Background: an optimization exercise with open tools, aiming at small area, a short achievable clock period and few clock cycles per item. Do not read the settings as production practice.
At most, simulation tests tie the RTL to the original design; equivalence was not proved.
Power and IR drop assume default switching activity.

Setup of run A:
// ina228_codec
module ina228_codec (
    input  wire        clk,
    input  wire        rst,           
    input  wire        in_valid,
    output wire        in_ready,
    input  wire [31:0] cmd,
    input  wire [39:0] wi,
    input  wire [79:0] vi,
    input  wire        xerr,
    input  wire [7:0]  xinfo,
    input  wire        ci_rst,
    input  wire        ci_rstacc,
    input  wire [7:0]  ci_convdly,
    input  wire        ci_tempcomp,
    input  wire        ci_adcrange,
    input  wire [3:0]  ci_mode,
    input  wire [2:0]  ci_vbusct,
    input  wire [2:0]  ci_vshct,
    input  wire [2:0]  ci_vtct,
    input  wire [2:0]  ci_avg,
    input  wire [14:0] ki_shunt_cal,
    input  wire [13:0] ki_tempco,
    input  wire [31:0] ki_cur_lsb,
    input  wire [31:0] ki_pwr_lsb,
    output wire        out_valid,
    output wire [39:0] wo,
    output wire [79:0] vo,
    output wire        co_rst,
    output wire        co_rstacc,
    output wire [7:0]  co_convdly,
    output wire        co_tempcomp,
    output wire        co_adcrange,
    output wire [3:0]  co_mode,
    output wire [2:0]  co_vbusct,
    output wire [2:0]  co_vshct,
    output wire [2:0]  co_vtct,
    output wire [2:0]  co_avg,
    output wire [14:0] fo,
    output wire        mo_cont,
    output wire        mo_temp,
    output wire        mo_shunt,
    output wire        mo_bus,
    output wire        mo_shutdown,
    output wire        do_valid,
    output wire [1:0]  do_rw,
    output wire [3:0]  do_nfields,
    output wire [5:0]  do_off,
    output wire [5:0]  do_width,
    output wire        do_sgn,
    output wire [3:0]  flt,
    output wire [7:0]  finfo
);
==> flow/config.mk <==
export PLATFORM = sky130hd
export DESIGN_NAME = ina228_codec
export DESIGN_NICKNAME = ina228_codec
export VERILOG_FILES = /design/flow/design.v
export SDC_FILE = /design/flow/constraint.sdc
export NUM_CORES = 4
export LEC_CHECK = 0
export ABC_AREA = 1
export CAP_MARGIN = 20
export CORE_MARGIN = 2
export CORE_UTILIZATION = 50
export CTS_BUF_LIST = sky130_fd_sc_hd__clkbuf_8
export PLACE_DENSITY = 0.65
export SLEW_MARGIN = 20
==> flow/constraint.sdc <==
create_clock -name core_clock -period 14.0 [get_ports {clk}]
set_input_delay 2.8000 -clock core_clock [delete_from_list [all_inputs] [get_ports {clk}]]
set_output_delay 2.8000 -clock core_clock [all_outputs]
set_load 0.01 [all_outputs]
standard.sh (not shown) runs the stock make flow with config.mk's settings and CLKGATE_MAP_FILE= SYNTH_SCRIPT=/design/flow/synth_recipe.tcl, a recipe that flattens the netlist after the stock synthesis.
==> flow/flow/run.sh <==
#!/bin/bash
# The standard layout (standard.sh), with these changes to how it is made:
#  - timing repair aims for more setup slack than the clock period needs
#    (SETUP_SLACK_MARGIN, flow/margin.txt), so that it shortens the
#    critical paths; the constraints (constraint.sdc) are not changed;
#  - every port still gets a buffer from buffer_ports, but a plain buf_2
#    instead of the slower and larger cell it picks by default; the buffers
#    of the output ports and of a few lightly loaded inputs are then made
#    buf_1 (flow/ports.tcl).
# standard.sh's own output goes to standard.log; ORFS keeps each step's log
# under orfs/logs.
set -euo pipefail
MARGIN=$(cat flow/margin.txt)
bash standard.sh SETUP_SLACK_MARGIN="$MARGIN" \
    BUFFER_PORTS_ARGS="-buffer_cell sky130_fd_sc_hd__buf_2" \
    POST_GLOBAL_PLACE_TCL="$PWD/flow/ports.tcl" finish > standard.log 2>&1
==> flow/flow/margin.txt <==
9.3
==> flow/flow/ports.tcl <==
# After global placement: buffer_ports gave every port a buf_2. The buffers
# on the output ports drive only the port, and those on the calibration and
# configuration inputs, xinfo and vi[79:40] drive a few loads off the
# critical paths, so a buf_1 is enough for them.
set n 0
foreach bterm [[ord::get_db_block] getBTerms] {
  set name [$bterm getName]
  set io [$bterm getIoType]
  if { $io == "OUTPUT" } {
    set light 1
  } elseif { [regexp {^(ki_|ci_|xinfo)} $name] } {
    set light 1
  } elseif { [regexp {^vi\[([0-9]+)\]$} $name -> bit] && $bit >= 40 } {
    set light 1
  } else {
    set light 0
  }
  if { !$light } { continue }
  set net [$bterm getNet]
  if { $net == "NULL" } { continue }
  foreach iterm [$net getITerms] {
    set inst [$iterm getInst]
    if { [[$inst getMaster] getName] == "sky130_fd_sc_hd__buf_2" } {
      replace_cell [get_cells [$inst getName]] sky130_fd_sc_hd__buf_1
      incr n
    }
  }
}
puts "ports.tcl: $n port buffers made buf_1"
Run A | status: complete | timing, DRC, antenna: pass
Testbench counts of run A, summed over its fixed seeds: cycles 28,121, items 24,000.
> inputs changed (run A -> run B)
Settings: removing ABC_AREA (formerly 1); removing PLACE_DENSITY (formerly 0.65); changing CORE_UTILIZATION from 50 to 40.
--- a/flow/flow/run.sh
+++ b/flow/flow/run.sh
@@ -7,3 +7,2 @@
-#    instead of the slower and larger cell it picks by default; the buffers
-#    of the output ports and of a few lightly loaded inputs are then made
-#    buf_1 (flow/ports.tcl).
+#    instead of the slower and larger cell it picks by default, and the
+#    output ports' buffers are then made buf_1 (flow/ports.tcl).
==> flow/flow/ports.tcl <==
# After global placement: the buffers buffer_ports put on the output ports
# drive only the port, so a buf_1 is enough.
set n 0
foreach bterm [[ord::get_db_block] getBTerms] {
  if { [$bterm getIoType] != "OUTPUT" } { continue }
  set net [$bterm getNet]
  if { $net == "NULL" } { continue }
  foreach iterm [$net getITerms] {
    set inst [$iterm getInst]
    if { [[$inst getMaster] getName] == "sky130_fd_sc_hd__buf_2" } {
      replace_cell [get_cells [$inst getName]] sky130_fd_sc_hd__buf_1
      incr n
    }
  }
}
puts "ports.tcl: $n output buffers made buf_1"
==> comparison <==
On worst setup margin, the lower figure sits with run B, not run A. Every run (run B and run A) finished clean. Compared to run A, run B has internal power 0.00020 W higher. Re per-cell via count in the routed design: run B is 2.2% up on run A. Run B vs run A on post-CTS setup repair buffer count: run B is the higher one. Global-route usage (higher): run A. Antenna violation net count after detailed routing came out exactly the same in run B and run A.
Relative to run B, the following input files were edited for run C:
Settings: ABC_AREA newly set to 1; CORE_UTILIZATION changed from 40 to 50.
--- a/flow/flow/run.sh
+++ b/flow/flow/run.sh
@@ -7,2 +7,3 @@
-#    instead of the slower and larger cell it picks by default, and the
-#    output ports' buffers are then made buf_1 (flow/ports.tcl).
+#    instead of the slower and larger cell it picks by default; the buffers
+#    of the output ports and of a few lightly loaded inputs are then made
+#    buf_1 (flow/ports.tcl).
==> flow/flow/margin.txt <==
9.2
--- a/flow/flow/ports.tcl
+++ b/flow/flow/ports.tcl
@@ -1,2 +1,4 @@
-# After global placement: the buffers buffer_ports put on the output ports
-# drive only the port, so a buf_1 is enough.
+# After global placement: buffer_ports gave every port a buf_2. The buffers
+# on the output ports drive only the port, and those on the calibration and
+# configuration inputs, xinfo and vi[79:40] drive a few loads off the
+# critical paths, so a buf_1 is enough for them.
@@ -5 +7,12 @@
-  if { [$bterm getIoType] != "OUTPUT" } { continue }
+  set name [$bterm getName]
+  set io [$bterm getIoType]
+  if { $io == "OUTPUT" } {
+    set light 1
+  } elseif { [regexp {^(ki_|ci_|xinfo)} $name] } {
+    set light 1
+  } elseif { [regexp {^vi\[([0-9]+)\]$} $name -> bit] && $bit >= 40 } {
+    set light 1
+  } else {
+    set light 0
+  }
+  if { !$light } { continue }
@@ -16 +29 @@
-puts "ports.tcl: $n output buffers made buf_1"
+puts "ports.tcl: $n port buffers made buf_1"
Results
As far as register cell area after layout is concerned, run C and run B perform about the same. Diff run B -> run C: fill cell instance count of the final layout decreased 22%, fraction of area in registers grew by 0.74 points, cell area went down 3.7%. Total wirelength of the detailed-routed design | run C above run B. Run C vs. run B: routed wire length on met2 down 1400 um, routed via count went up by 2062. Run C finished end to end and its layout was clean on timing, DRC and antenna.
## Diff of input files: run D against run C
==> flow/flow/margin.txt <==
9.4
Findings:
- Run D against run C: remaining max-slew budget at the tightest pin saw a decrease; switching power summed over all nets went up by 0.000037 W; final critical-path share of the clock period went down by 0.52 points.

* * *

harbor:
ina228_codec, a different RTL version from the one above (not shown whole).
Size: ~5,300 cells after synthesis, ~510 flip-flops.
==> flow/config.mk <==
export PLATFORM = sky130hd
export DESIGN_NAME = ina228_codec
export DESIGN_NICKNAME = ina228_codec
export VERILOG_FILES = /design/flow/design.v
export SDC_FILE = /design/flow/constraint.sdc
export NUM_CORES = 4
export LEC_CHECK = 0
export CAP_MARGIN = 20
export CORE_MARGIN = 2
export CORE_UTILIZATION = 40
export SLEW_MARGIN = 20
==> flow/constraint.sdc <==
create_clock -name core_clock -period 14.0 [get_ports {clk}]
set_input_delay 2.8000 -clock core_clock [delete_from_list [all_inputs] [get_ports {clk}]]
set_output_delay 2.8000 -clock core_clock [all_outputs]
set_load 0.01 [all_outputs]
==> flow/flow/run.sh <==
#!/bin/bash
# The standard layout, with two changes to how it is made:
#  - timing repair aims for more setup slack than the clock period needs
#    (SETUP_SLACK_MARGIN), so that it shortens the critical paths;
#  - every port still gets a buffer from buffer_ports, but a plain buf_2
#    instead of the slower and larger cell it picks by default.
# The constraints (constraint.sdc) are not changed.
set -euo pipefail
MARGIN=$(cat flow/margin.txt)
bash standard.sh SETUP_SLACK_MARGIN="$MARGIN" \
    BUFFER_PORTS_ARGS="-buffer_cell sky130_fd_sc_hd__buf_2" finish > standard.log 2>&1
==> flow/flow/margin.txt <==
9.3
[inputs] garnet vs harbor
==> flow/flow/run.sh <==
#!/bin/bash
# The standard layout, with timing repair aiming for more setup slack than
# the clock period needs (SETUP_SLACK_MARGIN), so that repair shortens the
# critical paths. The constraints (constraint.sdc) are not changed.
set -euo pipefail
MARGIN=$(cat flow/margin.txt)
bash standard.sh SETUP_SLACK_MARGIN="$MARGIN" finish > standard.log 2>&1
==> flow/flow/margin.txt <==
9
Findings:
- Final critical-path setup slack: higher on harbor
- garnet reports a lower count of plain and timing-repair buffers than harbor does.
- Total clock network power is higher on garnet
- Against harbor, garnet reports a met2 routing resource usage after global routing that is higher.
- Side by side, worst hold slack turned out lower in garnet than in harbor.
- garnet vs harbor: non-clock buffer contribution to total cell area up
- Sort garnet and harbor by utilization asc -> top: harbor
No run of this note included a check of the RTL's function; only the layout flow was run.

* * *

ina228_codec, a different RTL version from the one above (not shown whole).
For scale: about 6,300 cells after synthesis, roughly 500 flip-flops, roughly 490 I/O pins, roughly 48,000 µm² of cells after synthesis.
Settings: LEC_CHECK=0, ABC_AREA=1, CAP_MARGIN=20, CORE_MARGIN=2, CORE_UTILIZATION=50, CTS_BUF_LIST=sky130_fd_sc_hd__clkbuf_8, SLEW_MARGIN=20; clock period 14.0 ns.
==> flow/flow/run.sh <==
#!/bin/bash
# The standard layout (standard.sh), with these changes to how it is made:
#  - timing repair aims for more setup slack than the clock period needs
#    (SETUP_SLACK_MARGIN, flow/margin.txt), so that it shortens the
#    critical paths; the constraints (constraint.sdc) are not changed;
#  - every port still gets a buffer from buffer_ports, but a plain buf_2
#    instead of the slower and larger cell it picks by default, and the
#    output ports' buffers are then made buf_1 (flow/ports.tcl).
# standard.sh's own output goes to standard.log; ORFS keeps each step's log
# under orfs/logs.
set -euo pipefail
MARGIN=$(cat flow/margin.txt)
bash standard.sh SETUP_SLACK_MARGIN="$MARGIN" \
    BUFFER_PORTS_ARGS="-buffer_cell sky130_fd_sc_hd__buf_2" \
    POST_GLOBAL_PLACE_TCL="$PWD/flow/ports.tcl" finish > standard.log 2>&1
==> flow/flow/margin.txt <==
9.3
==> flow/flow/ports.tcl <==
# After global placement: the buffers buffer_ports put on the output ports
# drive only the port, so a buf_1 is enough.
set n 0
foreach bterm [[ord::get_db_block] getBTerms] {
  if { [$bterm getIoType] != "OUTPUT" } { continue }
  set net [$bterm getNet]
  if { $net == "NULL" } { continue }
  foreach iterm [$net getITerms] {
    set inst [$iterm getInst]
    if { [[$inst getMaster] getName] == "sky130_fd_sc_hd__buf_2" } {
      replace_cell [get_cells [$inst getName]] sky130_fd_sc_hd__buf_1
      incr n
    }
  }
}
puts "ports.tcl: $n output buffers made buf_1"
Testbench counts at the start, summed over its fixed seeds: cycles 28,121, items 24,000.
Rerun with:
--- a/flow/flow/run.sh
+++ b/flow/flow/run.sh
@@ -5,6 +5,7 @@
 #    critical paths; the constraints (constraint.sdc) are not changed;
 #  - every port still gets a buffer from buffer_ports, but a plain buf_2
-#    instead of the slower and larger cell it picks by default, and the
-#    output ports' buffers are then made buf_1 (flow/ports.tcl).
+#    instead of the slower and larger cell it picks by default; the buffers
+#    of the output ports and of a few lightly loaded inputs are then made
+#    buf_1 (flow/ports.tcl).
 # standard.sh's own output goes to standard.log; ORFS keeps each step's log
 # under orfs/logs.
==> flow/flow/ports.tcl (replaced) <==
# After global placement: buffer_ports gave every port a buf_2. The buffers
# on the output ports drive only the port, and those on the calibration and
# configuration inputs, xinfo and vi[79:40] drive a few loads off the
# critical paths, so a buf_1 is enough for them.
set n 0
foreach bterm [[ord::get_db_block] getBTerms] {
  set name [$bterm getName]
  set io [$bterm getIoType]
  if { $io == "OUTPUT" } {
    set light 1
  } elseif { [regexp {^(ki_|ci_|xinfo)} $name] } {
    set light 1
  } elseif { [regexp {^vi\[([0-9]+)\]$} $name -> bit] && $bit >= 40 } {
    set light 1
  } else {
    set light 0
  }
  if { !$light } { continue }
  set net [$bterm getNet]
  if { $net == "NULL" } { continue }
  foreach iterm [$net getITerms] {
    set inst [$iterm getInst]
    if { [[$inst getMaster] getName] == "sky130_fd_sc_hd__buf_2" } {
      replace_cell [get_cells [$inst getName]] sky130_fd_sc_hd__buf_1
      incr n
    }
  }
}
puts "ports.tcl: $n port buffers made buf_1"
- ABC_AREA: 1 -> not set
The new run passed the timing, design-rule and antenna checks.
Power went up by 0.97%.
Final cell count went down by 13%.
First-iteration DRC count went up by 1.8%.
Cell area went up by 0.48%.
Non-clock buffer count went up by 31.
Worst hold slack hardly moves.
Setup slack improves by 73 ps.
Sequential cell count is unchanged.
Die area went up by 0.77%.

afterwards: timing with drivers on the ports:
The flow's constraints put no driver on any port. The routed layouts listed below were extracted and timed again, unchanged, in two steps. Step 1 (the two cells are an assumption about what drives the block):
set clk [get_ports {clk}]
set_driving_cell -lib_cell sky130_fd_sc_hd__clkbuf_16 $clk
set_driving_cell -lib_cell sky130_fd_sc_hd__buf_2 [delete_from_list [all_inputs] $clk]
Step 2, shift: input delay + t, output delay - t, t = (earliest + latest rising clock arrival at the registers) / 2. This alone moves slack from input paths to output paths. Three values: no drivers, after step 1, after step 2; two values: the first two.
run | shift t [ns] | setup WS [ns] | hold slack, ns | worst data-port slew with drivers (ns)
run A | 0.857 | 9.218 / 9.219 / 8.414 | 0.404 / 0.404 / 0.404 | 0.08
run B | 0.867 | 9.099 / 9.138 / 8.270 | 0.406 / 0.406 / 0.406 | 0.13
run C | 0.840 | 9.171 / 9.171 / 8.441 | 0.407 / 0.407 / 0.407 | 0.07
run D | 0.858 | 9.244 / 9.244 / 8.656 | 0.401 / 0.401 / 0.401 | 0.06
harbor | 0.772 | 9.287 / 9.287 / 8.553 | 0.410 / 0.410 / 0.410 | 0.08
garnet | 0.754 | 8.890 / 8.890 / 8.286 | 0.405 / 0.405 / 0.405 | 0.11
the first run of note 3 | 0.862 | 9.164 / 9.164 / 8.547 | 0.401 / 0.401 / 0.401 | 0.05
the second run of note 3 | 0.818 | 9.237 / 9.237 / 8.554 | 0.401 / 0.401 / 0.401 | 0.11
After both steps every run listed still meets setup and hold. For run B, which loses most, drivers alone change the setup slack by +0.039 ns; drivers and shift together by -0.829 ns.
